From an optimization exercise on the open Yosys and OpenROAD flow, aimed at small area, a short achievable clock period and few clock cycles; shortcuts taken in it are not production practice.
In this exercise RTL edits were held to simulation tests only and were not proved equivalent to the original.
Power figures rest on the tool's default switching activity, not on a simulated workload.

===== flow/config.mk =====
export PLATFORM = sky130hd
export DESIGN_NAME = sympack
export DESIGN_NICKNAME = sympack
export VERILOG_FILES = /design/flow/design.v
export SDC_FILE = /design/flow/constraint.sdc
export NUM_CORES = 4
export LEC_CHECK = 0
export CAP_MARGIN = 20
export CORE_MARGIN = 2
export CORE_UTILIZATION = 40
export CTS_CLUSTER_DIAMETER = 60
export CTS_CLUSTER_SIZE = 20
export SETUP_SLACK_MARGIN = 3.5
export SLEW_MARGIN = 20

===== flow/constraint.sdc =====
create_clock -name core_clock -period 6.0 [get_ports {clk}]
set_input_delay 1.2000 -clock core_clock [delete_from_list [all_inputs] [get_ports {clk}]]
set_output_delay 1.2000 -clock core_clock [all_outputs]
set_load 0.01 [all_outputs]

===== flow/design.v =====
module sympack (
    input  wire        clk,
    input  wire        rst,           
    input  wire        cmd_valid,
    output reg         cmd_ready,
    input  wire [10:0] cmd,           
    output reg         rsp_valid,
    output reg  [1:0]  rsp_status,    
    output reg  [7:0]  rsp_bytes,     
    output reg  [7:0]  rsp_terr,      
    output reg         tx_valid,
    input  wire        tx_ready,
    output reg  [7:0]  tx_data,
    output reg         tx_last,
    input  wire        ta_valid,
    input  wire        ta_err,
    input  wire [7:0]  ta_code
);
    localparam NSLOT = 112;                
    localparam NGRP  = 14;                 
    reg         rdy;                       
    reg  [6:0]  n;                         
    reg         ovf;                       
    reg  [3:0]  rg;                        
    reg  [8:0]  rr;                        
    reg  [9*NSLOT-1:0] ring;
    reg  [6:0]  gap;                       
    reg  [13:0] qg;                        
    reg  [7:0]  qp;                        
    reg  [8:0]  sa;                        
    reg  [8:0]  sb;
    reg  [6:0]  left;                      
    reg         lv;                        
    wire [1:0] op      = cmd[10:9];
    wire       accept  = cmd_valid && cmd_ready;
    wire       n112    = (n[6:4] == 3'b111);            
    wire       n115    = n112 && (n[3:0] == 4'd3);
    wire       nbig    = n112 && (n[3:0] != 4'd0);      
    wire       nzero   = (n == 7'd0);
    wire       nge2    = (n[6:1] != 6'd0);
    wire       nge3    = nge2 && !(n == 7'd2);
    wire       acc_pack  = accept && (op == 2'b00);
    wire       acc_flush = accept && (op == 2'b01);
    wire       acc_send  = acc_flush && !ovf && !nbig && !nzero;
    wire       ins     = acc_pack && !ovf && !n112;     
    wire       take    = tx_valid && tx_ready;
    wire       hold    = tx_valid && !tx_ready;
    wire       waiting = !rdy && !tx_valid;
    wire       answer  = waiting && ta_valid;
    wire       fetch   = take && !tx_last && !rr[8];    
    wire [3:0] grps  = n[6:3] + {3'b0, (n[2:0] != 3'd0)};        
    wire [3:0] glast = grps - 4'd1;
    wire [7:0] flen  = {1'b0, grps, 3'b000} + {4'b0, grps};      
    integer g, p, i;
    integer j;
    always @(posedge clk) begin
        for (j = 1; j < NSLOT; j = j + 1)
            ring[9*j +: 9] <= ring[9*(j-1) +: 9];
        ring[8:0] <= ins ? cmd[8:0] : ring[9*NSLOT-1 -: 9];
    end
    wire       sv = tx_valid ? lv : nge2;
    reg  [8:0] gsym [0:NGRP-1];
    reg  [8:0] rsym;
    always @(*) begin
        for (g = 0; g < NGRP; g = g + 1) begin
            gsym[g] = 9'd0;
            for (p = 0; p < 8; p = p + 1)
                gsym[g] = gsym[g] | ({9{qp[p]}} & ring[9*(8*g + p) +: 9]);
        end
        rsym = 9'd0;
        for (g = 0; g < NGRP; g = g + 1)
            rsym = rsym | ({9{qg[g] & sv}} & gsym[g]);
    end
    reg  [7:0] gear;
    integer r;
    always @(*) begin
        gear = 8'd0;
        for (r = 0; r < 9; r = r + 1)
            for (i = 0; i < 8; i = i + 1)
                gear[7 - i] = gear[7 - i] | (rr[r] & ((i < r) ? sa[r - i - 1] : sb[8 - i + r]));
    end
    wire last_next = rr[8] && (rg == glast);
    always @(posedge clk) begin
        tx_data <= hold ? tx_data : (tx_valid ? gear : sa[8:1]);
        if (rst)
            tx_last <= 1'b0;
        else if (!hold)
            tx_last <= last_next && tx_valid;
    end
    always @(posedge clk) begin
        if (fetch)
            sa <= sb;
        else if (ins && nzero)
            sa <= cmd[8:0];
        if (fetch || (rdy && !tx_valid))
            sb <= rsym;
    end
    always @(posedge clk) begin
        if (rst) begin
            qg <= 14'd1;
            qp <= 8'd1;
        end else if (ins && nzero) begin
            qg <= 14'b10000000000000;
            qp <= 8'b10000000;
        end else if (!(acc_send || fetch)) begin
            qp <= {qp[6:0], qp[7]};
            if (qp[7]) qg <= {qg[12:0], qg[13]};
        end
    end
    always @(posedge clk) begin
        if (acc_send) begin
            left <= n - 7'd2;
            lv   <= nge3;
        end else if (fetch && lv) begin
            left <= left - 7'd1;
            lv   <= (left[6:1] != 6'd0);
        end
    end
    wire [6:0] gap_inc = (gap == 7'd111) ? 7'd0 : gap + 7'd1;
    reg        rdy_n, ovf_n;
    reg [6:0]  n_n;
    always @(*) begin
        rdy_n = rdy;
        ovf_n = ovf;
        n_n   = n;
        if (acc_send) rdy_n = 1'b0;
        if (answer) begin
            rdy_n = 1'b1;
            n_n   = 7'd0;
        end
        if (accept) begin
            case (op)
                2'b00: begin
                    if (!ovf) begin
                        if (n115) ovf_n = 1'b1;
                        else      n_n   = n + 7'd1;
                    end
                end
                2'b01: begin
                    if (!ovf && nbig) ovf_n = 1'b1;
                end
                2'b10: begin
                    n_n   = 7'd0;
                    ovf_n = 1'b0;
                end
                default: ;
            endcase
        end
    end
    wire gap_n0 = ins || (gap == 7'd111);
    always @(posedge clk) begin
        if (rst) begin
            rdy       <= 1'b1;
            cmd_ready <= 1'b1;
            n         <= 7'd0;
            ovf       <= 1'b0;
            gap       <= 7'd0;
            rg        <= 4'd0;
            rr        <= 9'd1;
            tx_valid  <= 1'b0;
            rsp_valid <= 1'b0;
        end else begin
            rdy       <= rdy_n;
            n         <= n_n;
            ovf       <= ovf_n;
            gap       <= ins ? 7'd0 : gap_inc;
            cmd_ready <= rdy_n && ((n_n == 7'd0) || gap_n0 || (n_n[6:4] == 3'b111) || ovf_n);
            rsp_valid <= (accept && !acc_send) || answer;
            if (acc_send) begin
                tx_valid <= 1'b1;
                rr       <= 9'd2;
            end
            if (take) begin
                if (tx_last) begin
                    tx_valid <= 1'b0;
                    rg <= 4'd0;
                    rr <= 9'd1;
                end else if (rr[8]) begin
                    rg <= rg + 4'd1;
                    rr <= 9'd1;
                end else begin
                    rr <= {rr[7:0], 1'b0};
                end
            end
        end
    end
    always @(posedge clk) begin
        if (answer) begin
            rsp_status <= ta_err ? 2'd2 : 2'd0;
            rsp_bytes  <= ta_err ? 8'd0 : flen;
            rsp_terr   <= ta_err ? ta_code : 8'd0;
        end else begin
            case (op)
                2'b00:   rsp_status <= (ovf || n115) ? 2'd1 : 2'd0;
                2'b01:   rsp_status <= (ovf || nbig) ? 2'd1 : 2'd0;
                2'b10:   rsp_status <= 2'd0;
                default: rsp_status <= 2'd3;
            endcase
            rsp_bytes <= 8'd0;
            rsp_terr  <= 8'd0;
        end
    end
endmodule

===== flow/run.sh =====
#!/bin/bash
# synth_recipe.tcl (not shown) runs the flow's synth.tcl, then flattens the netlist and writes it again
# the make line also repeats each setting of config.mk as NAME=value (left out here)
make -C /OpenROAD-flow-scripts/flow DESIGN_CONFIG=/design/flow/config.mk WORK_HOME=/design/flow/orfs CLKGATE_MAP_FILE= SYNTH_SCRIPT=/design/flow/synth_recipe.tcl finish

==> metrics.md, run 1 <==
| Metric | Value |
|---|---|
| Data required time at the worst endpoint | `6520 ps` |
| Post-synthesis compound-gate area fraction | `16.0%` |
| Sequential cell area | `0.0227 sq mm` |
| Delay of the slowest cell on the worst path | `470 ps` |
| Unrepaired setup endpoints after global routing | `true` |
| HPWL after detailed placement | `41500 um` |
| Crit path cell chain | `clkdlybuf4s50_1, or3b_4, a31o_2, a2111oi_2, nand4_1, o211ai_1` |
| Syn. warnings | `2` |
| Adder and majority gate portion of the synthesized area | `0.564%` |
| Slew at the pin closest to its max-slew limit | `1230 ps` |
| Cell family with most CP delay | `compound AO/OA/AOI/OAI gates` |
| Synth Area in Simple Gates | `6.29%` |
| Combinational family with the most area after synthesis | `compound AO/OA/AOI/OAI gates` |
| Filler cells | `6863` |
| Combined area of all synthesized cells | `0.0310 sq mm` |
| Cell leakage power | `0.0128 uW` |
| Fraction of layout instances using a drive strength above 1 | `8.25%` |
| Status | `no timing/DRC/antenna violations` |
| Clock-pin slew on the worst setup and hold paths | `80 ps` |
| Number of buffer and inverter instances along the worst setup path | `1` |
| Design Power | `12500 uW` |
| Critical path launch point type | `primary input` |
| Critical path capture point type | `register` |
| Maximum count of clock buffers along a single path | `3` |
| Placeable Area | `0.0771 sq mm` |
| Max-slew violations | `0` |
| Detailed-route wire length per cell | `22.3 um` |
| Area share of the leading cell type in the synthesized netlist | `69.7%` |
| Worst endpoint data arrival time | `3050 ps` |
| Period utilisation layout | `42.1%` |
| Count of max-cap constraint violations | `0` |
| Final design utilization | `45.3%` |
| CTS root buf | `clkbuf_16` |
| Overflow left after global routing | `0` |
| Leading cell type in the layout, fill and taps excluded | `dfxtp_1` |
| Distinct cells, synth | `60` |
| Synthesized netlist net count | `2442` |
| Total wire length | `77100 um` |
| Post-synth top area cell | `dfxtp_1` |
| Worst path slowest cell | `clkdlybuf4s50_1` |
| Total track usage | `19.2%` |
| Worst-Skew Late Latency | `620 ps` |
| Die outline area | `0.0799 sq mm` |
| Cells after synthesis | `2403` |
| Multiplexer share of the synthesized area | `1.12%` |
| Normalized max-slew margin | `18.0%` |
| Clock skew | `24.6 ps` |
| Antenna Diode Count | `0` |
| CTS H-Tree Depth | `3` |
| Critical path type | `in -> reg` |
| DR DRC count | `0` |
| Vias after detailed routing | `19500` |
| Average size of a mapped cell | `12.9 sq um` |
| Max IR drop VDD | `0.192 mV` |
| Largest fanout on the critical path | `4` |
| TNS Setup | `0 ps` |
| Sequential cell area fraction in the yosys report | `73.0%` |
| Router iterations before antenna repair | `8` |
| Buffers added on ports | `54` |
| Net count of the finished layout | `2443` |
| TritonCTS clock tree | `built` |
| Vias in the first global route | `20200` |
| Detailed Route Iter0 Violations | `1846` |
| Starting density of the core | `40.3%` |
| Height of the chip | `283 um` |
| Non-Filler Cell Area, Final | `0.0349 sq mm` |
| Synthesized-area fraction occupied by xor and xnor cells | `0.734%` |
| Biggest area contributors in the synthesized netlist | `dfxtp_1 70%, a22oi_1 14%, edfxtp_1 3.3%` |
| Number of enable flip-flop cells after synthesis | `34` |
| Number of nets with antenna violations after detailed routing | `0` |
| Pwr per Cell Area | `357 mW/mm^2` |
| Number of top-level pins | `55` |
| Leading register cell type out of synthesis | `dfxtp_1` |
| Maximum clock rate | `0.396 GHz` |
| Largest net degree at the start of global routing | `129` |
| Final setup vio count | `0` |
| Num Clock Sinks | `1115` |
| Horiz. Die Dim | `283 um` |
| Highest-count cells in the layout ignoring fill and taps | `1065 x dfxtp_1, 589 x a22oi_1, 139 x nand4_1` |
| Number of antenna violations at the first check in global routing | `1` |
| Final Critical Period | `2530 ps` |
| Final Hold Vio Count | `0` |
| Post-DP Area | `0.0325 sq mm` |
| Synth Register Bits | `1115` |
| Worst hold margin | `334 ps` |
| Min-delay worst type | `reg -> reg` |
| Number of buffers inserted during clock tree synthesis | `68` |
| Growth of design area from synthesis to finish | `12.4%` |
| Hold buffers post-CTS | `0` |
| Area occupied by multi-input gates | `0.00789 sq mm` |
| Placer's final routability congestion estimate | `0.813` |
| Post-DR vias/cell | `5.63` |
| Site row count | `102` |
| Global-route wire length before repair | `120000 um` |
| Share of synthesized registers carrying an async set or reset | `0%` |
==> Yosys cell counts, types with 2 or more instances <==
cell type and count:
ha_1 14, nor2b_1 4, nor2_1 88, buf_2 5
nand3_1 29, a22oi_1 592, or3_1 2, dfxtp_1 1081
buf_6 3, a31o_2 2, nand2_1 51, nand3b_1 2
nor3_1 14, a31oi_1 3, o21ai_0 9, nand4_1 139
xnor2_1 13, nand2b_1 4, or4_1 2, buf_1 11
a222oi_1 8, xor2_1 13, nor4b_1 2, a21o_1 2
and3_1 14, inv_1 10, mux2_2 9, mux2i_1 22
a221oi_1 9, a21oi_1 30, clkbuf_1 147, nor3b_1 3
o21ai_1 2, edfxtp_1 34, and2_1 4, o211ai_1 2
==> area by class of cell <==
class / count / share of cell area, %
Sequential cell: 1115 / 65.1
Multi-Input combinational cell: 1112 / 22.6
Clock inverter: 13 / 0.394
Timing Repair Buffer: 97 / 2.99
Inverter: 10 / 0.118
Clock buffer: 76 / 5.05
Tap cell: 1040 / 3.73
==> through the flow <==
step           cells  setup WS (ps)
6_report        3463           3470
5_1_grt         3463           3400
4_1_cts         3455           3430
3_5_place_dp    3351           1650
3_3_place_gp    3351           1750
2_1_floorplan   2403           3420
==> power breakdown <==
group	internal, uW	switching, uW
logic	106	205
clock network	2130	2380
registers	7540	97.4
==> worst paths after layout <==
| check | start | endpoint | slack [ps] | cells past startpoint |
|---|---|---|---|---|
| setup / recovery | ta_valid | cmd_ready | 3470 | 6 |
| hold / removal | ring[65] | ring[74] | 330 | 0 |
| hold reg to reg | ring[65] | ring[74] | 330 | 0 |
| setup reg to reg | n[1] | tx_last | 3540 | 11 |
==> state kept, by name (all words and copies together), names as in the netlist <==
register	flops
left	7
tx_data	8
gap	7
tx_valid	1
rr	9
rg	4
rdy	1
lv	1
cmd_ready	1
n	7
rsp_status	2
sb	9
rsp_terr	8
ovf	1
ring	1008
sa	9
tx_last	1
rsp_valid	1
rsp_bytes	8
qp	8
qg	14
==> cell families after synthesis <==
| family | count (synthesis) |
|---|---|
| multiplexers | 33 |
| adder cells (fa/ha/maj) | 14 |
| flip-flops | 1115 |
| XOR/XNOR | 26 |
| AND/OR/NAND/NOR | 367 |
| buffers and inverters | 177 |
| AO/OA/AOI/OAI | 671 |
==> routing by layer <==
metal / wire (um) / track usage (%) / share of wire (%) / vias to the layer above
li1: - / - / - / 8921
met1: 35600 / 26.8 / 46 / 9839
met2: 35800 / 31.1 / 46 / 617
met3: 4190 / 2.72 / 5.4 / 106
met4: 1460 / 5.25 / 1.9 / 0
met5: 0 / 0 / 0 / -
==> what timing repair did <==
action                                  CTS  global route
pin swaps                                 2             2
buffers inserted                         13             8
endpoints found under the setup margin  124            52
resized for setup                        84            39
cloned                                    2             0
Testbench counts, summed over its fixed seeds: cycles 22,994.
==> inputs of run 2 (changes only) <==
--- a/flow/design.v
+++ b/flow/design.v
@@ -20,6 +20,9 @@
     localparam NGRP  = 14;                 
     reg         rdy;                       
     reg  [6:0]  n;                         
+    reg         nz;                        
+    reg         n112;                      
+    reg  [3:0]  glast;                     
     reg         ovf;                       
     reg  [3:0]  rg;                        
     reg  [8:0]  rr;                        
@@ -33,10 +36,9 @@
     reg         lv;                        
     wire [1:0] op      = cmd[10:9];
     wire       accept  = cmd_valid && cmd_ready;
-    wire       n112    = (n[6:4] == 3'b111);            
     wire       n115    = n112 && (n[3:0] == 4'd3);
     wire       nbig    = n112 && (n[3:0] != 4'd0);      
-    wire       nzero   = (n == 7'd0);
+    wire       nzero   = nz;
     wire       nge2    = (n[6:1] != 6'd0);
     wire       nge3    = nge2 && !(n == 7'd2);
     wire       acc_pack  = accept && (op == 2'b00);
@@ -49,7 +51,6 @@
     wire       answer  = waiting && ta_valid;
     wire       fetch   = take && !tx_last && !rr[8];    
     wire [3:0] grps  = n[6:3] + {3'b0, (n[2:0] != 3'd0)};        
-    wire [3:0] glast = grps - 4'd1;
     wire [7:0] flen  = {1'b0, grps, 3'b000} + {4'b0, grps};      
     integer g, p, i;
     integer j;
@@ -148,11 +149,16 @@
         end
     end
     wire gap_n0 = ins || (gap == 7'd111);
+    wire ring_ok = nz || (gap == 7'd111) || n112 || ovf;
+    wire pack_go = acc_pack && !ovf && !n115;            
+    wire clr_n   = answer || (accept && op == 2'b10);
     always @(posedge clk) begin
         if (rst) begin
             rdy       <= 1'b1;
             cmd_ready <= 1'b1;
             n         <= 7'd0;
+            nz        <= 1'b1;
+            n112      <= 1'b0;
             ovf       <= 1'b0;
             gap       <= 7'd0;
             rg        <= 4'd0;
@@ -162,9 +168,12 @@
         end else begin
             rdy       <= rdy_n;
             n         <= n_n;
+            nz        <= clr_n || (nz && !pack_go);
+            n112      <= !clr_n && (n112 || (pack_go && n == 7'd111));
+            glast     <= grps - 4'd1;
             ovf       <= ovf_n;
             gap       <= ins ? 7'd0 : gap_inc;
-            cmd_ready <= rdy_n && ((n_n == 7'd0) || gap_n0 || (n_n[6:4] == 3'b111) || ovf_n);
+            cmd_ready <= answer || (rdy && !acc_send && (ring_ok || (accept && op != 2'b11)));
             rsp_valid <= (accept && !acc_send) || answer;
             if (acc_send) begin
                 tx_valid <= 1'b1;
==> metrics.md, run 2 <==
| Metric | Value |
|---|---|
| Clock-pin slew on the worst setup and hold paths | `80 ps (about the same)` |
| Top Registers | `ring: 1008 flops, qg: 14 flops` |
| Router iterations before antenna repair | `8 (unchanged)` |
| Sum of routed wire segments on met1 | `36100 um (+1.5%)` |
| Critical path launch point type | `register` |
| Cell types with the highest counts after synthesis | `1083 x dfxtp_1, 548 x a22oi_1, 128 x nand4_1` |
| Worst-Skew Late Latency | `640 ps (+20 ps)` |
| Worst endpoint data arrival time | `2820 ps (-230 ps)` |
| Final Hold Vio Count | `0 (unchanged)` |
| Net count of the finished layout | `2501 (+2.4%)` |
| Distinct cells, synth | `54 (-10%)` |
| Number of enable flip-flop cells after synthesis | `38 (+12%)` |
| Top Metal Used | `met4` |
| Area share of the leading cell type in the synthesized netlist | `69.3% (-0.37 points)` |
| Cell leakage power | `0.0129 uW (+0.88%)` |
| Detailed-route wire length per cell | `23.1 um (+3.9%)` |
| Final setup vio count | `0 (unchanged)` |
| Placer's final routability congestion estimate | `0.826 (+1.6%)` |
| Growth of design area from synthesis to finish | `13.3%` |
| Sequential cell area fraction in the yosys report | `73.0% (about the same)` |
| Max-slew violations | `0 (unchanged)` |
| Share of synthesized registers carrying an async set or reset | `0% (unchanged)` |
| Maximum count of clock buffers along a single path | `3 (unchanged)` |
| Maximum clock rate | `0.407 GHz (+2.7%)` |
| Total track usage | `19.6% (+0.45 points)` |
| Met3 wire length | `4720 um (+13%)` |
| Cells after synthesis | `2435 (+1.3%)` |
| Leading register cell type out of synthesis | `dfxtp_1` |
| Pwr per Cell Area | `357 mW/mm^2 (about the same)` |
| Average size of a mapped cell | `12.8 sq um (-0.61%)` |
| Number of nets with antenna violations after detailed routing | `0 (unchanged)` |
| Normalized max-slew margin | `55.8% (+38 points)` |
| Critical path type | `reg -> reg` |
| Site row count | `102 (unchanged)` |
| Buffers added on ports | `54 (unchanged)` |
| Number of buffer and inverter instances along the worst setup path | `1 (unchanged)` |
| Worst path slowest cell | `dfxtp_4` |
| TritonCTS clock tree | `built` |
| Fraction of layout instances using a drive strength above 1 | `8.11% (-0.14 points)` |
| Worst hold margin | `337 ps (+3.14 ps)` |
| Placeable Area | `0.0775 sq mm (+0.50%)` |
| Data required time at the worst endpoint | `6360 ps (-160 ps)` |
| CTS H-Tree Depth | `3 (unchanged)` |
| CTS root buf | `clkbuf_16` |
| Syn. warnings | `2 (unchanged)` |
| Post-DR vias/cell | `5.74 (+2.0%)` |
| Horiz. Die Dim | `284 um (+0.35%)` |
| Overflow left after global routing | `0 (unchanged)` |
| Cell family with most CP delay | `compound AO/OA/AOI/OAI gates` |
| DR DRC count | `0 (unchanged)` |
| Number of buffers inserted during clock tree synthesis | `69 (+1.5%)` |
| Num Clock Sinks | `1121 (+0.54%)` |
| Slew at the pin closest to its max-slew limit | `663 ps (-566 ps)` |
| Combined area of all synthesized cells | `0.0313 sq mm (+0.71%)` |
| Post-synth top area cell | `dfxtp_1` |
| Final Critical Period | `2460 ps (-66.6 ps)` |
| Largest net degree at the start of global routing | `85 (-34%)` |
| Unrepaired setup endpoints after global routing | `true` |
| Min-delay worst type | `reg -> reg` |
| Leading cell type in the layout, fill and taps excluded | `dfxtp_1` |
| Synth Register Bits | `1121 (+0.54%)` |
| Total wire length | `81300 um (+5.5%)` |
| Biggest area contributors in the synthesized netlist | `dfxtp_1 69%, a22oi_1 13%, edfxtp_1 3.6%` |
| Synthesized netlist net count | `2478 (+1.5%)` |
| Met2 Wirelength | `38000 um (+6.0%)` |
| HPWL after detailed placement | `43400 um (+4.6%)` |
| Detailed Route Iter0 Violations | `2099 (+14%)` |
| Status | `no timing/DRC/antenna violations` |
| Register with the most flip-flops | `ring` |
| Number of top-level pins | `55 (unchanged)` |
| Count of max-cap constraint violations | `0 (unchanged)` |
| TNS Setup | `0 ps (unchanged)` |
| Largest fanout on the critical path | `27 (+23)` |
| Starting density of the core | `40.4% (+0.087 points)` |
| Critical path capture point type | `register` |
| Most common cell in the netlist | `dfxtp_1` |
| Clock skew | `21.2 ps (-3.45 ps)` |
| Highest-count cells in the layout ignoring fill and taps | `1072 x dfxtp_1, 548 x a22oi_1, 128 x nand4_1` |
| Hold buffers post-CTS | `0 (unchanged)` |
| Global-route wire length before repair | `125000 um (+3.9%)` |
| Crit path cell chain | `buf_4, a22oi_1, nand4_1, a22o_1, a221oi_1, a31oi_2` |
| Number of antenna violations at the first check in global routing | `0 (-1)` |
| Vias in the first global route | `20400 (+1.0%)` |
| Period utilisation layout | `41.0% (-1.1 points)` |
| Delay of the slowest cell on the worst path | `630 ps (+160 ps)` |
| Max IR drop VDD | `0.215 mV (+12%)` |
| Height of the chip | `284 um (+0.35%)` |
| Die outline area | `0.0804 sq mm (+0.70%)` |
| Vias after detailed routing | `20200 (+3.6%)` |
| Number of flip-flops in the largest register | `1008 (unchanged)` |
[run 2: final timing paths]
kind | start | endpoint | slack, ps | depth (start not counted)
max | qp[5] | sb[7] | 3540 | 6
min | ring[862] | ring[871] | 340 | 0
max reg2reg | qp[5] | sb[7] | 3540 | 6
min reg2reg | ring[862] | ring[871] | 340 | 0
[run 2: kinds of logic (layout without fill, tap and decap cells)]
family / Yosys count / in the layout / synth area share (%)
AO/OA/AOI/OAI: 701 / 701 / 16.6
XOR/XNOR: 24 / 24 / 0.672
adder cells (fa/ha/maj): 18 / 18 / 0.720
buffers and inverters: 183 / 225 / 2.37
flip-flops: 1121 / 1121 / 73.0
multiplexers: 11 / 11 / 0.388
other: 0 / 1 / 0
AND/OR/NAND/NOR: 377 / 377 / 6.30
[run 2: area by class of cell]
| class | count | area, sq um |
|---|---|---|
| Sequential cell | 1121 | 22900 |
| Clock inverter | 10 | 136 |
| Timing Repair Buffer | 117 | 1270 |
| Multi-Input combinational cell | 1131 | 7900 |
| Inverter | 18 | 67.6 |
| Fill cell | 6789 | 42000 |
| Tap cell | 1040 | 1300 |
| Antenna cell | 1 | 2.50 |
| Clock buffer | 80 | 1870 |
[run 2: routing by layer]
metal  vias up  global-route usage, %
li1       9069                      -
met4         0                   6.57
met1     10200                   26.6
met3       157                   3.01
met5         -                      0
met2       764                   32.1
[run 2: worst register-to-register path, stage by stage, from the launching register on]
cell and delay (ps):
dfxtp_4 630, buf_4 480, a22oi_1 130, nand4_1 150, a22o_1 210, a221oi_1 80
a31oi_2 510
[run 2: power breakdown]
part / leakage (uW) / internal (uW) / total (uW) / switching, uW
Combinational: 0.00275 / 90.3 / 274 / 184
Clock: 0.000986 / 2290 / 4720 / 2430
Sequential: 0.00914 / 7570 / 7650 / 85.7
Total: 0.0129 / 9950 / 12600 / 2700
[run 2: per-stage QoR]
step                area [sq um]  util, %  worst slack, ps  instances  total power, uW
floorplan                  31300        -             3490       2435             7930
global placement           32800     42.4             2410       3399             8060
detailed placement         32800     42.4             2360       3399             8070
CTS                        35300     45.5             3270       3510            12700
global route               35400     45.7             3470       3517            13000
finish                     35400     45.7             3540       3518            12600
[run 2: what timing repair did]
item                       CTS  global route
setup endpoints to repair  124            45
buffers inserted            21             6
gates resized for setup     68            19
hold endpoints to repair     0             0
cloned                       0             1
pin swaps                    3             2
Testbench counts of run 2, summed over its fixed seeds: cycles 22,994.
==> inputs of run 3 (changes only) <==
--- a/flow/design.v
+++ b/flow/design.v
@@ -16,11 +16,12 @@
     input  wire        ta_err,
     input  wire [7:0]  ta_code
 );
-    localparam NSLOT = 112;                
+    localparam NSLOT = 111;                
     localparam NGRP  = 14;                 
     reg         rdy;                       
     reg  [6:0]  n;                         
     reg         nz;                        
+    reg         n1;                        
     reg         n112;                      
     reg  [3:0]  glast;                     
     reg         ovf;                       
@@ -44,7 +45,7 @@
     wire       acc_pack  = accept && (op == 2'b00);
     wire       acc_flush = accept && (op == 2'b01);
     wire       acc_send  = acc_flush && !ovf && !nbig && !nzero;
-    wire       ins     = acc_pack && !ovf && !n112;     
+    wire       ins     = acc_pack && !ovf && !n112 && !nz;   
     wire       take    = tx_valid && tx_ready;
     wire       hold    = tx_valid && !tx_ready;
     wire       waiting = !rdy && !tx_valid;
@@ -66,7 +67,8 @@
         for (g = 0; g < NGRP; g = g + 1) begin
             gsym[g] = 9'd0;
             for (p = 0; p < 8; p = p + 1)
-                gsym[g] = gsym[g] | ({9{qp[p]}} & ring[9*(8*g + p) +: 9]);
+                if (8*g + p < NSLOT)
+                    gsym[g] = gsym[g] | ({9{qp[p]}} & ring[9*(8*g + p) +: 9]);
         end
         rsym = 9'd0;
         for (g = 0; g < NGRP; g = g + 1)
@@ -91,21 +93,23 @@
     always @(posedge clk) begin
         if (fetch)
             sa <= sb;
-        else if (ins && nzero)
+        else if (acc_pack && nz)
             sa <= cmd[8:0];
         if (fetch || (rdy && !tx_valid))
             sb <= rsym;
     end
     always @(posedge clk) begin
-        if (rst) begin
+        if (rst || (ins && n1)) begin
             qg <= 14'd1;
             qp <= 8'd1;
-        end else if (ins && nzero) begin
-            qg <= 14'b10000000000000;
-            qp <= 8'b10000000;
         end else if (!(acc_send || fetch)) begin
-            qp <= {qp[6:0], qp[7]};
-            if (qp[7]) qg <= {qg[12:0], qg[13]};
+            if (qg[13] && qp[6]) begin                   
+                qg <= 14'd1;
+                qp <= 8'd1;
+            end else begin
+                qp <= {qp[6:0], qp[7]};
+                if (qp[7]) qg <= {qg[12:0], qg[13]};
+            end
         end
     end
     always @(posedge clk) begin
@@ -117,7 +121,7 @@
             lv   <= (left[6:1] != 6'd0);
         end
     end
-    wire [6:0] gap_inc = (gap == 7'd111) ? 7'd0 : gap + 7'd1;
+    wire [6:0] gap_inc = (gap == 7'd110) ? 7'd0 : gap + 7'd1;
     reg        rdy_n, ovf_n;
     reg [6:0]  n_n;
     always @(*) begin
@@ -148,8 +152,8 @@
             endcase
         end
     end
-    wire gap_n0 = ins || (gap == 7'd111);
-    wire ring_ok = nz || (gap == 7'd111) || n112 || ovf;
+    wire gap_n0 = ins || (gap == 7'd110);
+    wire ring_ok = nz || n1 || (gap == 7'd110) || n112 || ovf;
     wire pack_go = acc_pack && !ovf && !n115;            
     wire clr_n   = answer || (accept && op == 2'b10);
     always @(posedge clk) begin
@@ -158,6 +162,7 @@
             cmd_ready <= 1'b1;
             n         <= 7'd0;
             nz        <= 1'b1;
+            n1        <= 1'b0;
             n112      <= 1'b0;
             ovf       <= 1'b0;
             gap       <= 7'd0;
@@ -169,6 +174,7 @@
             rdy       <= rdy_n;
             n         <= n_n;
             nz        <= clr_n || (nz && !pack_go);
+            n1        <= !clr_n && (n1 ? !pack_go : (nz && pack_go));
             n112      <= !clr_n && (n112 || (pack_go && n == 7'd111));
             glast     <= grps - 4'd1;
             ovf       <= ovf_n;
==> metrics.md, run 3 <==
| Metric | Value |
|---|---|
| Net count of the finished layout | `2478 (-0.92%)` |
| Largest fanout on the critical path | `128 (+370%)` |
| Normalized max-slew margin | `34.3% (-22 points)` |
| Highest-count cells in the layout ignoring fill and taps | `1062 x dfxtp_1, 537 x a22oi_1, 126 x nand4_1` |
| Biggest area contributors in the synthesized netlist | `dfxtp_1 69%, a22oi_1 13%, edfxtp_1 3.7%` |
| Non-Filler Cell Area, Final | `0.0351 sq mm (-0.98%)` |
| Period utilisation layout | `41.9% (+0.95 points)` |
| Design Power | `12200 uW (-3.3%)` |
| Fraction of layout instances using a drive strength above 1 | `7.66% (-0.46 points)` |
| Height of the chip | `283 um (-0.30%)` |
| Critical path type | `reg -> reg` |
| Pwr per Cell Area | `349 mW/mm^2 (-2.4%)` |
| Number of nets with antenna violations after detailed routing | `0 (unchanged)` |
| Number of antenna violations at the first check in global routing | `0 (unchanged)` |
| Placeable Area | `0.0772 sq mm (-0.33%)` |
| Register with the most flip-flops | `ring` |
| Max-slew violations | `0 (unchanged)` |
| Final Hold Vio Count | `0 (unchanged)` |
| Number of buffers inserted during clock tree synthesis | `67 (-2.9%)` |
| Number of enable flip-flop cells after synthesis | `38 (unchanged)` |
| Top Registers | `ring: 999 flops, qg: 14 flops` |
| Detailed Route Iter0 Violations | `1764 (-16%)` |
| Met1 global-route usage | `26.8% (+0.12 points)` |
| Detailed-route wire length per cell | `22.7 um (-2.0%)` |
| Maximum count of clock buffers along a single path | `3 (unchanged)` |
| Combined area of all synthesized cells | `0.0311 sq mm (-0.60%)` |
| Number of top-level pins | `55 (unchanged)` |
| Met2 Resource Use GR | `31.0% (-1.1 points)` |
| Final Critical Period | `2520 ps (+57.0 ps)` |
| Leading register cell type out of synthesis | `dfxtp_1` |
| Worst endpoint data arrival time | `2870 ps (+50 ps)` |
| Hold buffers post-CTS | `0 (unchanged)` |
| Vias after detailed routing | `19900 (-1.2%)` |
| Synth Register Bits | `1113 (-0.71%)` |
| Synthesized netlist net count | `2470 (-0.32%)` |
| Worst-Skew Late Latency | `630 ps (about the same)` |
| Net switching power | `2540 uW (-6.0%)` |
| Starting density of the core | `40.2% (-0.11 points)` |
| Num Clock Sinks | `1113 (-0.71%)` |
| Max IR drop VDD | `0.184 mV (-14%)` |
| Leading cell type in the layout, fill and taps excluded | `dfxtp_1` |
| Met3 track demand over resource in global routing | `3.52% (+0.50 points)` |
| Share of synthesized registers carrying an async set or reset | `0% (unchanged)` |
| Largest net degree at the start of global routing | `129 (+52%)` |
| Final worst-path setup slack | `3480 ps (-57.0 ps)` |
| Overflow left after global routing | `0 (unchanged)` |
| Router iterations before antenna repair | `9 (+1)` |
| Post-DP Area | `0.0326 sq mm (-0.64%)` |
| TritonCTS clock tree | `built` |
| Area share of the leading cell type in the synthesized netlist | `69.2% (-0.094 points)` |
| Final setup vio count | `0 (unchanged)` |
| Total track usage | `19.4% (-0.19 points)` |
| Unrepaired setup endpoints after global routing | `false` |
| Critical path capture point type | `register` |
| Cell types with the highest counts after synthesis | `1075 x dfxtp_1, 537 x a22oi_1, 143 x clkbuf_1` |
| Slew at the pin closest to its max-slew limit | `985 ps (+322 ps)` |
| Worst slack at placement | `1920 ps (-441 ps)` |
| Maximum clock rate | `0.397 GHz (-2.3%)` |
| Most common cell in the netlist | `dfxtp_1` |
| Cells after synthesis | `2426 (-0.37%)` |
| Horiz. Die Dim | `283 um (-0.30%)` |
| Status | `no timing/DRC/antenna violations` |
| HPWL after detailed placement | `41100 um (-5.3%)` |
| Flop2flop setup slack | `3480 ps (-60 ps)` |
| Total wire length | `79200 um (-2.7%)` |
| Count of max-cap constraint violations | `0 (unchanged)` |
| Antenna Diode Count | `0 (-1)` |
| Syn. warnings | `2 (unchanged)` |
| GRT busiest layer | `met2` |
| Cells on Worst Hold Path | `0 (unchanged)` |
| Data required time at the worst endpoint | `6360 ps (about the same)` |
| Cell leakage power | `0.0127 uW (-1.4%)` |
| Post-synth top area cell | `dfxtp_1` |
| Distinct cells, synth | `49 (-9.3%)` |
| Critical path launch point type | `register` |
| Clock-pin slew on the worst setup and hold paths | `90 ps (about the same)` |
| Proportion of power drawn by flip-flops and latches | `61.2% (+0.7 points)` |
| Relative contribution of combinational cells to total power | `1.6% (-0.6 points)` |
| Vias in the first global route | `20000 (-1.7%)` |
| Number of flip-flops in the largest register | `999 (-0.89%)` |
| TNS Setup | `0 ps (unchanged)` |
| Global-route wire length before repair | `120000 um (-3.3%)` |
| Placer's final routability congestion estimate | `0.842 (+1.9%)` |
| Cell internal power dissipation | `9690 uW (-2.6%)` |
| Growth of design area from synthesis to finish | `12.9%` |
| Clock share of power | `37.2% (about the same)` |
| DR DRC count | `0 (unchanged)` |
| Fraction of power spent switching nets | `20.8% (-0.59 points)` |
| Worst reg2reg path depth | `6 (unchanged)` |
| Sequential cell area fraction in the yosys report | `72.9% (about the same)` |
| Site row count | `102 (unchanged)` |
| Die outline area | `0.0799 sq mm (-0.60%)` |
| CTS root buf | `clkbuf_16` |
| Buffers added on ports | `54 (unchanged)` |
| Clock skew | `26.2 ps (+5.01 ps)` |
| Post-DR vias/cell | `5.71 (-0.55%)` |
| CTS H-Tree Depth | `3 (unchanged)` |
| Average size of a mapped cell | `12.8 sq um (-0.24%)` |
| Min-delay worst type | `reg -> reg` |
## run 3: critical path: stages, from the launching register on
cell and delay [ps]:
dfxtp_4 360, buf_12 480, a22oi_1 210, nand4_1 190, a22oi_1 110, and3_1 220, a31oi_1 420
## run 3: final cells by class
type	instances	area (sq um)
Fill cell	6714	42100
Sequential cell	1113	22700
Tap cell	1040	1300
Inverter	19	73.8
Clock buffer	79	1790
Multi-Input combinational cell	1127	7880
Clock inverter	11	135
Timing Repair Buffer	106	1190
## run 3: repair_timing
| item | in CTS | in global routing |
|---|---|---|
| endpoints found under the hold margin | 0 | 0 |
| pin swaps | 4 | 2 |
| setup endpoints to repair | 115 | 64 |
| cloned | 3 | 2 |
| gates resized for setup | 76 | 12 |
| setup buffers | 21 | 1 |
## run 3: kinds of logic after synthesis
logic type / after synthesis / synth area share, %
flops: 1113 / 72.9
compound gates: 698 / 16.6
simple gates: 374 / 6.32
buf+inv: 188 / 2.35
xor+xnor: 23 / 0.648
fa+ha+maj: 19 / 0.765
mux: 11 / 0.391
## run 3: path summary, 6_finish.rpt
path	from	end
min reg2reg	ring[549]	ring[558]
max reg2reg	qp[5]	sb[8]
min	ring[549]	ring[558]
max	qp[5]	sb[8]
## run 3: per-stage QoR
step | hold WS (ps) | instances | utilization, %
4_1_cts | 333 | 3492 | 45.3
2_1_floorplan | 330 | 2426 | -
6_report | 333 | 3495 | 45.4
3_3_place_gp | 333 | 3378 | 42.3
3_5_place_dp | 336 | 3378 | 42.3
5_1_grt | 337 | 3495 | 45.4
## run 3: per-layer routing
layer,routed length [um],up-vias
li1,-,9037
met2,36000,692
met1,36000,10000
met3,4770,170
met5,0,-
met4,2330,0
## run 3: power by group through the flow
stage / combinational, uW / clock, uW / sequential (uW)
2_1_floorplan: 106 / 0 / 7640
4_1_cts: 197 / 4640 / 7480
6_report: 201 / 4540 / 7480
3_5_place_dp: 160 / 0 / 7670
5_1_grt: 212 / 4900 / 7490
3_3_place_gp: 160 / 0 / 7670
Testbench counts of run 3, summed over its fixed seeds: cycles 22,994.
==> inputs of run 4 (changes only) <==
--- a/flow/design.v
+++ b/flow/design.v
@@ -61,18 +61,18 @@
         ring[8:0] <= ins ? cmd[8:0] : ring[9*NSLOT-1 -: 9];
     end
     wire       sv = tx_valid ? lv : nge2;
-    reg  [8:0] gsym [0:NGRP-1];
+    reg  [8:0] psym [0:7];
     reg  [8:0] rsym;
     always @(*) begin
-        for (g = 0; g < NGRP; g = g + 1) begin
-            gsym[g] = 9'd0;
-            for (p = 0; p < 8; p = p + 1)
+        for (p = 0; p < 8; p = p + 1) begin
+            psym[p] = 9'd0;
+            for (g = 0; g < NGRP; g = g + 1)
                 if (8*g + p < NSLOT)
-                    gsym[g] = gsym[g] | ({9{qp[p]}} & ring[9*(8*g + p) +: 9]);
+                    psym[p] = psym[p] | ({9{qg[g]}} & ring[9*(8*g + p) +: 9]);
         end
         rsym = 9'd0;
-        for (g = 0; g < NGRP; g = g + 1)
-            rsym = rsym | ({9{qg[g] & sv}} & gsym[g]);
+        for (p = 0; p < 8; p = p + 1)
+            rsym = rsym | ({9{qp[p] & sv}} & psym[p]);
     end
     reg  [7:0] gear;
     integer r;
@@ -156,6 +156,8 @@
     wire ring_ok = nz || n1 || (gap == 7'd110) || n112 || ovf;
     wire pack_go = acc_pack && !ovf && !n115;            
     wire clr_n   = answer || (accept && op == 2'b10);
+    always @(posedge clk)
+        glast <= grps - 4'd1;
     always @(posedge clk) begin
         if (rst) begin
             rdy       <= 1'b1;
@@ -176,7 +178,6 @@
             nz        <= clr_n || (nz && !pack_go);
             n1        <= !clr_n && (n1 ? !pack_go : (nz && pack_go));
             n112      <= !clr_n && (n112 || (pack_go && n == 7'd111));
-            glast     <= grps - 4'd1;
             ovf       <= ovf_n;
             gap       <= ins ? 7'd0 : gap_inc;
             cmd_ready <= answer || (rdy && !acc_send && (ring_ok || (accept && op != 2'b11)));
==> metrics.md, run 4 <==
| Metric | Value |
|---|---|
| Status | `no timing/DRC/antenna violations` |
| Router iterations before antenna repair | `6 (-3)` |
| Vias after detailed routing | `20300 (+1.5%)` |
| Number of top-level pins | `55 (unchanged)` |
| Number of antenna violations at the first check in global routing | `1 (+1)` |
| Placeable Area | `0.0772 sq mm (unchanged)` |
| Total wire length | `84700 um (+7.0%)` |
| Non-Filler Cell Area, Final | `0.0351 sq mm (about the same)` |
| Maximum clock rate | `0.403 GHz (+1.4%)` |
| Final Critical Period | `2480 ps (-34.3 ps)` |
| CTS H-Tree Depth | `3 (unchanged)` |
| Overflow left after global routing | `0 (unchanged)` |
| GRT busiest layer | `met2` |
| Leading cell type in the layout, fill and taps excluded | `dfxtp_1` |
| Period utilisation layout | `41.4% (-0.57 points)` |
| DR DRC count | `0 (unchanged)` |
| Number of buffers inserted during clock tree synthesis | `68 (+1.5%)` |
| Normalized max-slew margin | `50.5% (+16 points)` |
| Area share of the leading cell type in the synthesized netlist | `69.4% (+0.13 points)` |
| Sequential cell area fraction in the yosys report | `72.7% (-0.26 points)` |
| Critical path type | `in -> reg` |
| TNS Setup | `0 ps (unchanged)` |
| Min-delay worst type | `reg -> reg` |
| Distinct cells, synth | `57 (+16%)` |
| Top Registers | `ring: 999 flops, qg: 14 flops` |
| Number of nets with antenna violations after detailed routing | `0 (unchanged)` |
| Met1 global-route usage | `29.1% (+2.4 points)` |
| Starting density of the core | `40.3% (+0.071 points)` |
| Maximum count of clock buffers along a single path | `3 (unchanged)` |
| Average size of a mapped cell | `12.6 sq um (-1.9%)` |
| Syn. warnings | `2 (unchanged)` |
| Detailed Route Iter0 Violations | `2486 (+41%)` |
| Num Clock Sinks | `1113 (unchanged)` |
| Critical path launch point type | `primary input` |
| Combined area of all synthesized cells | `0.0311 sq mm (+0.18%)` |
| Number of enable flip-flop cells after synthesis | `34 (-11%)` |
| Detailed-route wire length per cell | `23.9 um (+5.4%)` |
| Global-route wire length before repair | `126000 um (+4.4%)` |
| Slew at the pin closest to its max-slew limit | `743 ps (-242 ps)` |
| Clock-pin slew on the worst setup and hold paths | `90 ps (about the same)` |
| CTS root buf | `clkbuf_16` |
| Net count of the finished layout | `2532 (+2.2%)` |
| Met2 Resource Use GR | `31.7% (+0.70 points)` |
| Hold buffers post-CTS | `0 (unchanged)` |
| Buffers added on ports | `54 (unchanged)` |
| Worst endpoint data arrival time | `2810 ps (-60 ps)` |
| HPWL after detailed placement | `53200 um (+29%)` |
| Fraction of layout instances using a drive strength above 1 | `7.65% (-0.0084 points)` |
| Post-synth top area cell | `dfxtp_1` |
| Share of synthesized registers carrying an async set or reset | `0% (unchanged)` |
| Cell leakage power | `0.0135 uW (+6.2%)` |
| Biggest area contributors in the synthesized netlist | `dfxtp_1 69%, a22oi_1 10%, edfxtp_1 3.3%` |
| Critical path capture point type | `register` |
| Most common cell in the netlist | `dfxtp_1` |
| Final setup vio count | `0 (unchanged)` |
| Largest net degree at the start of global routing | `65 (-50%)` |
| Largest fanout on the critical path | `20 (-84%)` |
| Count of max-cap constraint violations | `0 (unchanged)` |
| Register with the most flip-flops | `ring` |
| Worst reg2reg path depth | `6 (unchanged)` |
| Max IR drop VDD | `0.188 mV (+2.1%)` |
| Site row count | `102 (unchanged)` |
| Synthesized netlist net count | `2522 (+2.1%)` |
| Worst-Skew Late Latency | `630 ps (about the same)` |
| Data required time at the worst endpoint | `6330 ps (-30 ps)` |
| Number of flip-flops in the largest register | `999 (unchanged)` |
| Clock skew | `29.7 ps (+3.53 ps)` |
| Highest-count cells in the layout ignoring fill and taps | `1061 x dfxtp_1, 419 x a22oi_1, 181 x nand2_1` |
| Cell types with the highest counts after synthesis | `1079 x dfxtp_1, 421 x a22oi_1, 188 x nand2_1` |
| Vias in the first global route | `20300 (+1.1%)` |
| Horiz. Die Dim | `283 um (about the same)` |
| Antenna Diode Count | `0 (unchanged)` |
| Placer's final routability congestion estimate | `0.881 (+4.6%)` |
| Height of the chip | `283 um (about the same)` |
| Total track usage | `20.5% (+1.0 points)` |
| Growth of design area from synthesis to finish | `12.8% (about the same)` |
| TritonCTS clock tree | `built` |
| Max-slew violations | `0 (unchanged)` |
| Pwr per Cell Area | `345 mW/mm^2 (-1.0%)` |
| Synth Register Bits | `1113 (unchanged)` |
| Worst hold margin | `333 ps (-0.733 ps)` |
| Post-DP Area | `0.0327 sq mm (+0.23%)` |
| Die outline area | `0.0801 sq mm (+0.17%)` |
| Met3 track demand over resource in global routing | `3.56% (+0.043 points)` |
| Leading register cell type out of synthesis | `dfxtp_1` |
| Cells after synthesis | `2478 (+2.1%)` |
| Cells on Worst Hold Path | `0 (unchanged)` |
| Unrepaired setup endpoints after global routing | `true` |
| Final Hold Vio Count | `0 (unchanged)` |
| Post-DR vias/cell | `5.70 (about the same)` |
## run 4: cell count changes after synthesis, sizes merged, moves of 18 or more
cell    previous run  this run
a221oi            28        62
a22o              18        36
a22oi            537       421
clkbuf           143       124
nand2             78       190
nand3             44        97
nand4            126        10
nor3              16        34
o31ai              0        29
## run 4: worst paths after layout
path	startpoint	end	slack [ps]
max	tx_ready	sb[3]	3520
min	ring[104]	ring[113]	330
max reg2reg	qg[12]	sb[6]	3530
min reg2reg	ring[104]	ring[113]	330
## run 4: metal layers
| metal | wire, um | up-vias |
|---|---|---|
| li1 | - | 9083 |
| met1 | 38400 | 10100 |
| met2 | 37900 | 923 |
| met3 | 6360 | 151 |
| met4 | 2140 | 0 |
| met5 | 0 | - |
## run 4: what timing repair did
item                       in CTS  in global routing
setup endpoints to repair      96                 37
pin swaps                       4                  4
cloned                          1                  0
buffers inserted               12                  8
resized for setup              81                 38
## run 4: layout make-up
type                       instances  area [sq um]
tap                             1040          1300
clock inverter                    10          95.1
timing repair buffer              96           996
fill                            6877         42100
inverter                          21          96.3
sequential                      1113         22700
multi-input combinational       1188          8120
clock buffer                      82          1820
## run 4: cell families after synthesis
logic type	Yosys count	share of synthesized area (%)
xor gates and xnor gates	25	0.703
and+or+nand+nor	444	6.64
muxes	11	0.390
buffers and inverters	178	2.22
adders and majority gates	19	0.764
AOI/OAI and AO/OA	688	16.6
DFF	1113	72.7
## run 4: critical path: stages
cell	delay [ps]
clkdlybuf4s50_1	540
and2_1	310
nand2_4	240
o21ai_2	280
buf_8	230
## run 4: through the flow
stage	instances	total power, uW	util (%)	setup WS (ps)
finish	3550	12100	45.5	3520
global placement	3436	7740	42.3	1820
detailed placement	3437	7750	42.4	1930
global route	3550	12500	45.5	3460
CTS	3542	12200	45.2	3350
floorplan	2478	7690	-	3380
## run 4: report_power, final
| group | total (uW) | switching [uW] | internal (uW) |
|---|---|---|---|
| clock network | 4530 | 2370 | 2170 |
| registers | 7460 | 28.3 | 7440 |
| logic | 116 | 65.9 | 49.8 |
| total | 12100 | 2460 | 9650 |
Testbench counts of run 4, summed over its fixed seeds: cycles 22,994.
==> inputs of run 5 (changes only) <==
--- a/flow/config.mk
+++ b/flow/config.mk
@@ -10,5 +10,5 @@
 export CORE_UTILIZATION = 40
 export CTS_CLUSTER_DIAMETER = 60
 export CTS_CLUSTER_SIZE = 20
-export SETUP_SLACK_MARGIN = 3.5
+export SETUP_SLACK_MARGIN = 3.7
 export SLEW_MARGIN = 20
==> metrics.md, run 5 <==
| Metric | Value |
|---|---|
| Non-Filler Cell Area, Final | `0.0360 sq mm (+2.7%)` |
| Router iterations before antenna repair | `9 (+3)` |
| Levels on crit path | `1 (-4)` |
| Cell family with most CP delay | `flip-flops` |
| Number of enable flip-flop cells after synthesis | `34 (unchanged)` |
| Max-slew violations | `0 (unchanged)` |
| Slew at the pin closest to its max-slew limit | `709 ps (-34.3 ps)` |
| Total track usage | `21.1% (+0.65 points)` |
| Growth of design area from synthesis to finish | `15.8%` |
| Number of top-level pins | `55 (unchanged)` |
| Relative contribution of combinational cells to total power | `1.0% (about the same)` |
| Highest-count cells in the layout ignoring fill and taps | `1055 x dfxtp_1, 414 x a22oi_1, 181 x nand2_1` |
| Site row count | `102 (unchanged)` |
| Worst-Skew Late Latency | `620 ps (about the same)` |
| HPWL after detailed placement | `52200 um (-1.9%)` |
| Starting density of the core | `40.3% (unchanged)` |
| Net switching power | `2470 uW (+0.35%)` |
| Status | `no timing/DRC/antenna violations` |
| Post-synth top area cell | `dfxtp_1` |
| CTS root buf | `clkbuf_16` |
| Clock-pin slew on the worst setup and hold paths | `80 ps (about the same)` |
| Overflow left after global routing | `0 (unchanged)` |
| Combined area of all synthesized cells | `0.0311 sq mm (unchanged)` |
| Detailed Route Iter0 Violations | `2847 (+15%)` |
| Post-DR vias/cell | `5.77 (+1.2%)` |
| Unrepaired setup endpoints after global routing | `true` |
| Fraction of power spent switching nets | `20.3% (about the same)` |
| Worst endpoint data arrival time | `1120 ps (-1690 ps)` |
| TritonCTS clock tree | `built` |
| Pwr per Cell Area | `337 mW/mm^2 (-2.3%)` |
| Min-delay worst type | `reg -> reg` |
| Data required time at the worst endpoint | `4800 ps (-1530 ps)` |
| Clock skew | `33.1 ps (+3.35 ps)` |
| Final setup vio count | `0 (unchanged)` |
| Num Clock Sinks | `1113 (unchanged)` |
| Flop2flop setup slack | `3730 ps (+200 ps)` |
| Max IR drop VDD | `0.210 mV (+12%)` |
| Number of flip-flops in the largest register | `999 (unchanged)` |
| Placeable Area | `0.0772 sq mm (unchanged)` |
| Buffers added on ports | `54 (unchanged)` |
| Horiz. Die Dim | `283 um (unchanged)` |
| Number of antenna violations at the first check in global routing | `1 (unchanged)` |
| Termination of the worst setup path | `tx_data[2]` |
| Largest net degree at the start of global routing | `75 (+15%)` |
| Leading cell type in the layout, fill and taps excluded | `dfxtp_1` |
| CTS H-Tree Depth | `3 (unchanged)` |
| Period utilisation layout | `38.7% (-2.6 points)` |
| Maximum count of clock buffers along a single path | `3 (unchanged)` |
| Average size of a mapped cell | `12.6 sq um (unchanged)` |
| Share of synthesized registers carrying an async set or reset | `0% (unchanged)` |
| Worst path slowest cell | `edfxtp_1` |
| Distinct cells, synth | `57 (unchanged)` |
| DR DRC count | `0 (unchanged)` |
| Number of buffers inserted during clock tree synthesis | `68 (unchanged)` |
| Number of nets with antenna violations after detailed routing | `0 (unchanged)` |
| Proportion of power drawn by flip-flops and latches | `61.4% (-0.2 points)` |
| Most common cell in the netlist | `dfxtp_1` |
| Final Hold Vio Count | `0 (unchanged)` |
| Worst reg2reg path depth | `6 (unchanged)` |
| Crit path from | `tx_data[2]` |
| Top Registers | `ring: 999 flops, qg: 14 flops` |
| Clock share of power | `37.6% (+0.2 points)` |
| Cell leakage power | `0.0139 uW (+3.0%)` |
| Vias after detailed routing | `20800 (+2.7%)` |
| Leading register cell type out of synthesis | `dfxtp_1` |
| Placer's final routability congestion estimate | `0.876 (-0.56%)` |
| Final design utilization | `46.7% (+1.2 points)` |
| Synth Register Bits | `1113 (unchanged)` |
| Height of the chip | `283 um (unchanged)` |
| Worst reg2reg path endpoint | `sb[4]` |
| Fraction of layout instances using a drive strength above 1 | `11.7% (+4.1 points)` |
| Vias in the first global route | `20400 (+0.77%)` |
| Crit path cell chain | `buf_2` |
| Net count of the finished layout | `2583 (+2.0%)` |
| Total wire length | `91500 um (+8.0%)` |
| Critical path launch point type | `register` |
| Biggest area contributors in the synthesized netlist | `dfxtp_1 69%, a22oi_1 10%, edfxtp_1 3.3%` |
| Number of buffer and inverter instances along the worst setup path | `1 (-1)` |
| Detailed-route wire length per cell | `25.4 um (+6.5%)` |
| Global-route wire length before repair | `129000 um (+2.8%)` |
| Sequential cell area fraction in the yosys report | `72.7% (unchanged)` |
| Cells after synthesis | `2478 (unchanged)` |
| Largest fanout on the critical path | `1 (-95%)` |
| Syn. warnings | `2 (unchanged)` |
| Synthesized netlist net count | `2522 (unchanged)` |
| Maximum clock rate | `0.430 GHz (+6.8%)` |
| Area share of the leading cell type in the synthesized netlist | `69.4% (unchanged)` |
| Die outline area | `0.0801 sq mm (unchanged)` |
| Critical path capture point type | `output pin` |
| Critical path type | `reg -> out` |
| Origin of the critical flop-to-flop path | `qg[8]` |
| Register with the most flip-flops | `ring` |
| Cell types with the highest counts after synthesis | `1079 x dfxtp_1, 421 x a22oi_1, 188 x nand2_1` |
| Normalized max-slew margin | `52.8% (+2.3 points)` |
| Final Critical Period | `2320 ps (-157 ps)` |
| TNS Setup | `0 ps (unchanged)` |
| Count of max-cap constraint violations | `0 (unchanged)` |
| Cell internal power dissipation | `9680 uW (+0.28%)` |
| Delay of the slowest cell on the worst path | `370 ps (-170 ps)` |
| Post-DP Area | `0.0327 sq mm (-0.15%)` |
==> run 5: how the worst min path moves through the flow <==
stage	start	to	slack, ps	cells after the start
4_1_cts	ring[325]	ring[334]	340	0
5_1_grt	ring[406]	ring[415]	350	0
3_5_place_dp	ring[272]	ring[281]	340	0
6_report	ring[325]	ring[334]	340	0
2_1_floorplan	ring[353]	ring[362]	330	0
3_3_place_gp	ring[913]	ring[922]	330	0
==> run 5: through the flow <==
stage	cells	setup WS (ps)	hold WS (ps)	power, uW
global placement	3434	2050	333	7740
detailed placement	3434	2080	336	7750
finish	3602	3680	337	12200
global route	3600	3630	348	12500
CTS	3566	3650	340	12200
floorplan	2478	3460	330	7690
==> run 5: repair_timing <==
| item | CTS | global route |
|---|---|---|
| buffers inserted | 38 | 28 |
| cloned | 3 | 6 |
| pin swaps | 17 | 15 |
| setup endpoints to repair | 142 | 80 |
| hold buffers | 0 | 0 |
| endpoints found under the hold margin | 0 | 0 |
| gates resized for setup | 222 | 54 |
==> run 5: routing by layer <==
metal	up-vias	global-route usage [%]	wire length, um
met3	200	4.03	7710
met4	0	7.57	2970
met2	1087	33.3	41500
li1	9202	-	-
met1	10300	28.9	39300
met5	-	0	0
==> run 5: logic make-up after synthesis <==
group | count (synthesis) | synth area share [%]
flip-flops | 1113 | 72.7
AO/OA/AOI/OAI | 688 | 16.6
AND/OR/NAND/NOR | 444 | 6.64
buffers and inverters | 178 | 2.22
XOR/XNOR | 25 | 0.703
adder cells (fa/ha/maj) | 19 | 0.764
multiplexers | 11 | 0.390
==> run 5: final cells by class <==
class	count	area [sq um]
Fill cell	6742	41200
Sequential cell	1113	22700
Multi-Input combinational cell	1190	8240
Clock buffer	80	1800
Timing Repair Buffer	145	1780
Tap cell	1040	1300
Clock inverter	11	121
Inverter	21	101
Antenna cell	2	5.00
==> run 5: power by group through the flow <==
stage	logic, uW	registers, uW	clock network [uW]
3_3_place_gp	106	7640	0
3_5_place_dp	108	7640	0
2_1_floorplan	60.0	7630	0
6_report	120	7460	4570
4_1_cts	114	7460	4620
5_1_grt	130	7470	4880
==> inputs of run 6 (changes only) <==
--- a/flow/config.mk
+++ b/flow/config.mk
@@ -10,5 +10,5 @@
 export CORE_UTILIZATION = 40
 export CTS_CLUSTER_DIAMETER = 60
 export CTS_CLUSTER_SIZE = 20
-export SETUP_SLACK_MARGIN = 3.7
+export SETUP_SLACK_MARGIN = 3.8
 export SLEW_MARGIN = 20
==> metrics.md, run 6 <==
| Metric | Value |
|---|---|
| Maximum count of clock buffers along a single path | `3 (unchanged)` |
| Filler cells | `6644 (-1.5%)` |
| Final Critical Period | `2390 ps (+66.8 ps)` |
| Site row count | `102 (unchanged)` |
| Pwr per Cell Area | `329 mW/mm^2 (-2.4%)` |
| Fraction of power spent switching nets | `20.6% (+0.21 points)` |
| Min-delay worst type | `reg -> reg` |
| Crit path cell chain | `buf_12, buf_6` |
| Hold buffers post-CTS | `0 (unchanged)` |
| Top Registers | `ring: 999 flops, qg: 14 flops` |
| Number of enable flip-flop cells after synthesis | `34 (unchanged)` |
| Clock-pin slew on the worst setup and hold paths | `80 ps (about the same)` |
| Sequential cell area fraction in the yosys report | `72.7% (unchanged)` |
| Critical path type | `reg -> out` |
| Most common cell in the netlist | `dfxtp_1` |
| Total track usage | `23.9% (+2.8 points)` |
| Post-DP Area | `0.0326 sq mm (about the same)` |
| Placer's final routability congestion estimate | `0.859 (-1.9%)` |
| Count of max-cap constraint violations | `0 (unchanged)` |
| Cells on Worst Hold Path | `0 (unchanged)` |
| Net count of the finished layout | `2618 (+1.4%)` |
| Number of buffer and inverter instances along the worst setup path | `2 (+1)` |
| Largest net degree at the start of global routing | `75 (unchanged)` |
| Global-route wire length before repair | `142000 um (+9.8%)` |
| Normalized max-slew margin | `56.1% (+3.4 points)` |
| Post-synth top area cell | `dfxtp_1` |
| HPWL after detailed placement | `51100 um (-2.1%)` |
| Detailed Route Iter0 Violations | `2769 (-2.7%)` |
| Relative contribution of combinational cells to total power | `1.1% (about the same)` |
| Levels on crit path | `2 (+1)` |
| Clock share of power | `37.8% (+0.2 points)` |
| Num Clock Sinks | `1113 (unchanged)` |
| Final Hold Vio Count | `0 (unchanged)` |
| Share of synthesized registers carrying an async set or reset | `0% (unchanged)` |
| Growth of design area from synthesis to finish | `19.2%` |
| Starting density of the core | `40.3% (unchanged)` |
| Height of the chip | `283 um (unchanged)` |
| Router iterations before antenna repair | `7 (-2)` |
| Vias after detailed routing | `21400 (+3.1%)` |
| CTS H-Tree Depth | `3 (unchanged)` |
| Critical path capture point type | `output pin` |
| Register with the most flip-flops | `ring` |
| Post-DR vias/cell | `5.89 (+2.1%)` |
| Final setup vio count | `0 (unchanged)` |
| Worst endpoint data arrival time | `1190 ps (+70 ps)` |
| Cell types with the highest counts after synthesis | `1079 x dfxtp_1, 421 x a22oi_1, 188 x nand2_1` |
| Critical path launch point type | `register` |
| Vias in the first global route | `21000 (+2.7%)` |
| Number of flip-flops in the largest register | `999 (unchanged)` |
| TNS Setup | `0 ps (unchanged)` |
| Worst reg2reg path endpoint | `sb[0]` |
| Die outline area | `0.0801 sq mm (unchanged)` |
| Distinct cells, synth | `57 (unchanged)` |
| Worst hold margin | `341 ps (+3.85 ps)` |
| Detailed-route wire length per cell | `27.9 um (+9.8%)` |
| Cell internal power dissipation | `9700 uW (+0.23%)` |
| Worst reg2reg path depth | `7 (+1)` |
| Number of nets with antenna violations after detailed routing | `0 (unchanged)` |
| Non-Filler Cell Area, Final | `0.0371 sq mm (+2.9%)` |
| Overflow left after global routing | `0 (unchanged)` |
| Leading register cell type out of synthesis | `dfxtp_1` |
| Origin of the critical flop-to-flop path | `qg[3]` |
| Worst-case hold path end point | `ring[13]` |
| Combined area of all synthesized cells | `0.0311 sq mm (unchanged)` |
| Average size of a mapped cell | `12.6 sq um (unchanged)` |
| Clock skew | `36.2 ps (+3.11 ps)` |
| Cell family with most CP delay | `flip-flops` |
| Slew at the pin closest to its max-slew limit | `657 ps (-51.6 ps)` |
| Delay of the slowest cell on the worst path | `360 ps (about the same)` |
| Total wire length | `101000 um (+11%)` |
| Synth Register Bits | `1113 (unchanged)` |
| Biggest area contributors in the synthesized netlist | `dfxtp_1 69%, a22oi_1 10%, edfxtp_1 3.3%` |
| Syn. warnings | `2 (unchanged)` |
| Area share of the leading cell type in the synthesized netlist | `69.4% (unchanged)` |
| Period utilisation layout | `39.9% (+1.1 points)` |
| Number of top-level pins | `55 (unchanged)` |
| Data required time at the worst endpoint | `4800 ps (about the same)` |
| Number of antenna violations at the first check in global routing | `4 (+3)` |
| Final worst-path setup slack | `3610 ps (-66.8 ps)` |
| Number of buffers inserted during clock tree synthesis | `68 (unchanged)` |
| Placeable Area | `0.0772 sq mm (unchanged)` |
| Max IR drop VDD | `0.190 mV (-9.5%)` |
| Status | `no timing/DRC/antenna violations` |
| Unrepaired setup endpoints after global routing | `true` |
| Maximum clock rate | `0.418 GHz (-2.8%)` |
| Net switching power | `2510 uW (+1.6%)` |
| Cell leakage power | `0.0142 uW (+2.0%)` |
| Worst path slowest cell | `dfxtp_4` |
| Final design utilization | `48.1% (+1.4 points)` |
| Leading cell type in the layout, fill and taps excluded | `dfxtp_1` |
| Cells after synthesis | `2478 (unchanged)` |
| Highest-count cells in the layout ignoring fill and taps | `1047 x dfxtp_1, 405 x a22oi_1, 180 x nand2_1` |
| Max-slew violations | `0 (unchanged)` |
| Buffers added on ports | `54 (unchanged)` |
| Horiz. Die Dim | `283 um (unchanged)` |
| Startpoint of the worst hold path | `ring[4]` |
| Worst slack at placement | `2030 ps (-42.5 ps)` |
| Fraction of layout instances using a drive strength above 1 | `14.8% (+3.0 points)` |
| Synthesized netlist net count | `2522 (unchanged)` |
| CTS root buf | `clkbuf_16` |
| DR DRC count | `0 (unchanged)` |
| Largest fanout on the critical path | `2 (+1)` |
| Worst-Skew Late Latency | `630 ps (about the same)` |
| TritonCTS clock tree | `built` |
| Flop2flop setup slack | `3730 ps (about the same)` |
| Proportion of power drawn by flip-flops and latches | `61.1% (-0.3 points)` |
run 6: cell counts after synthesis:
Identical to the previous run, type by type.
run 6: worst reg2reg max path, cell delays in order, from the launching register on:
cell and delay [ps]:
dfxtp_4 410, buf_16 180, buf_6 180, a22oi_2 240
nand3_2 170, o31ai_4 240, o2111ai_1 140, or4_1 440
run 6: worst max path at each step:
stage	from	endpoint	slack, ps
global placement	cmd[10]	qg[0]	2080
finish	tx_valid	tx_valid	3610
global route	tx_valid	tx_valid	3570
CTS	tx_valid	tx_valid	3590
detailed placement	cmd[10]	qg[0]	2030
floorplan	cmd[10]	ring[1]	3460
run 6: cell type report:
cell class                 count  area (sq um)  share of cell area [%]
clock buffer                  82          1860                    5.01
clock inverter                 8          72.6                   0.196
tap                         1040          1300                    3.51
timing repair buffer         180          2480                    6.68
sequential                  1113         22700                    61.2
multi-input combinational   1190          8570                    23.1
antenna                        3          7.51                  0.0202
inverter                      21           101                   0.273
run 6: timing repair:
| item | 4_1_cts | 5_1_grt |
|---|---|---|
| pin swaps | 18 | 38 |
| setup endpoints to repair | 148 | 105 |
| buffers inserted | 78 | 24 |
| gates cloned | 9 | 4 |
| resized for setup | 236 | 104 |
| endpoints found under the hold margin | 0 | 0 |
run 6: logic make-up after synthesis:
kind of cell	synth area share, %
muxes	0.390
and+or+nand+nor	6.64
buffers and inverters	2.22
adders and majority gates	0.764
AOI/OAI and AO/OA	16.6
xor gates and xnor gates	0.703
DFF	72.7
run 6: per-stage QoR:
step	instances	power (uW)
after floorplan	2478	7690
after global placement	3429	7740
after detailed placement	3429	7750
after CTS	3606	12200
after global routing	3634	12500
final	3637	12200
run 6: routing by layer:
metal  track usage, %  wire length [um]
met5                0                 0
met4             9.06              3950
met3             5.88             10600
met2             37.5             45700
met1             32.0             41200
run 6: power groups by stage:
stage / clock network, uW / logic, uW / registers [uW]
final: 4620 / 130 / 7460
after global routing: 4920 / 140 / 7470
after CTS: 4630 / 121 / 7460
after detailed placement: 0 / 107 / 7640
after global placement: 0 / 105 / 7640
after floorplan: 0 / 60.3 / 7630

## afterwards: timing with drivers on the ports
No port has a modelled driver above. Below, the same layouts with a new extraction and two added sets of constraints.
Step 1: set_driving_cell puts a clkbuf_16 on clk and a buf_2 on each other input, an assumption about the parent block.
Step 2, shift: input delay + t, output delay - t, t = (earliest + latest rising clock arrival at the registers) / 2. This alone moves slack from input paths to output paths.
Three values: ideal ports, drivers, drivers and shift; two values: the first two.
| run | t, ns | slack for setup (ns) | hold slack, ns | worst data-port slew with drivers (ns) |
|---|---|---|---|---|
| run 1 | 0.674 | 3.474 / 3.487 / 2.839 | 0.334 / 0.334 / 0.334 | 0.06 |
| run 2 | 0.690 | 3.541 / 3.479 / 2.950 | 0.337 / 0.337 / 0.337 | 0.05 |
| run 3 | 0.674 | 3.484 / 3.484 / 2.987 | 0.333 / 0.333 / 0.333 | 0.04 |
| run 4 | 0.680 | 3.518 / 3.483 / 2.865 | 0.333 / 0.333 / 0.333 | 0.08 |
| run 5 | 0.671 | 3.675 / 3.613 / 3.144 | 0.337 / 0.337 / 0.337 | 0.08 |
| run 6 | 0.679 | 3.609 / 3.543 / 3.180 | 0.341 / 0.341 / 0.341 | 0.07 |
After both steps every run listed still meets setup and hold. The setup slack of run 4, which loses most, moves by -0.035 ns with the drivers and by -0.653 ns with both steps.
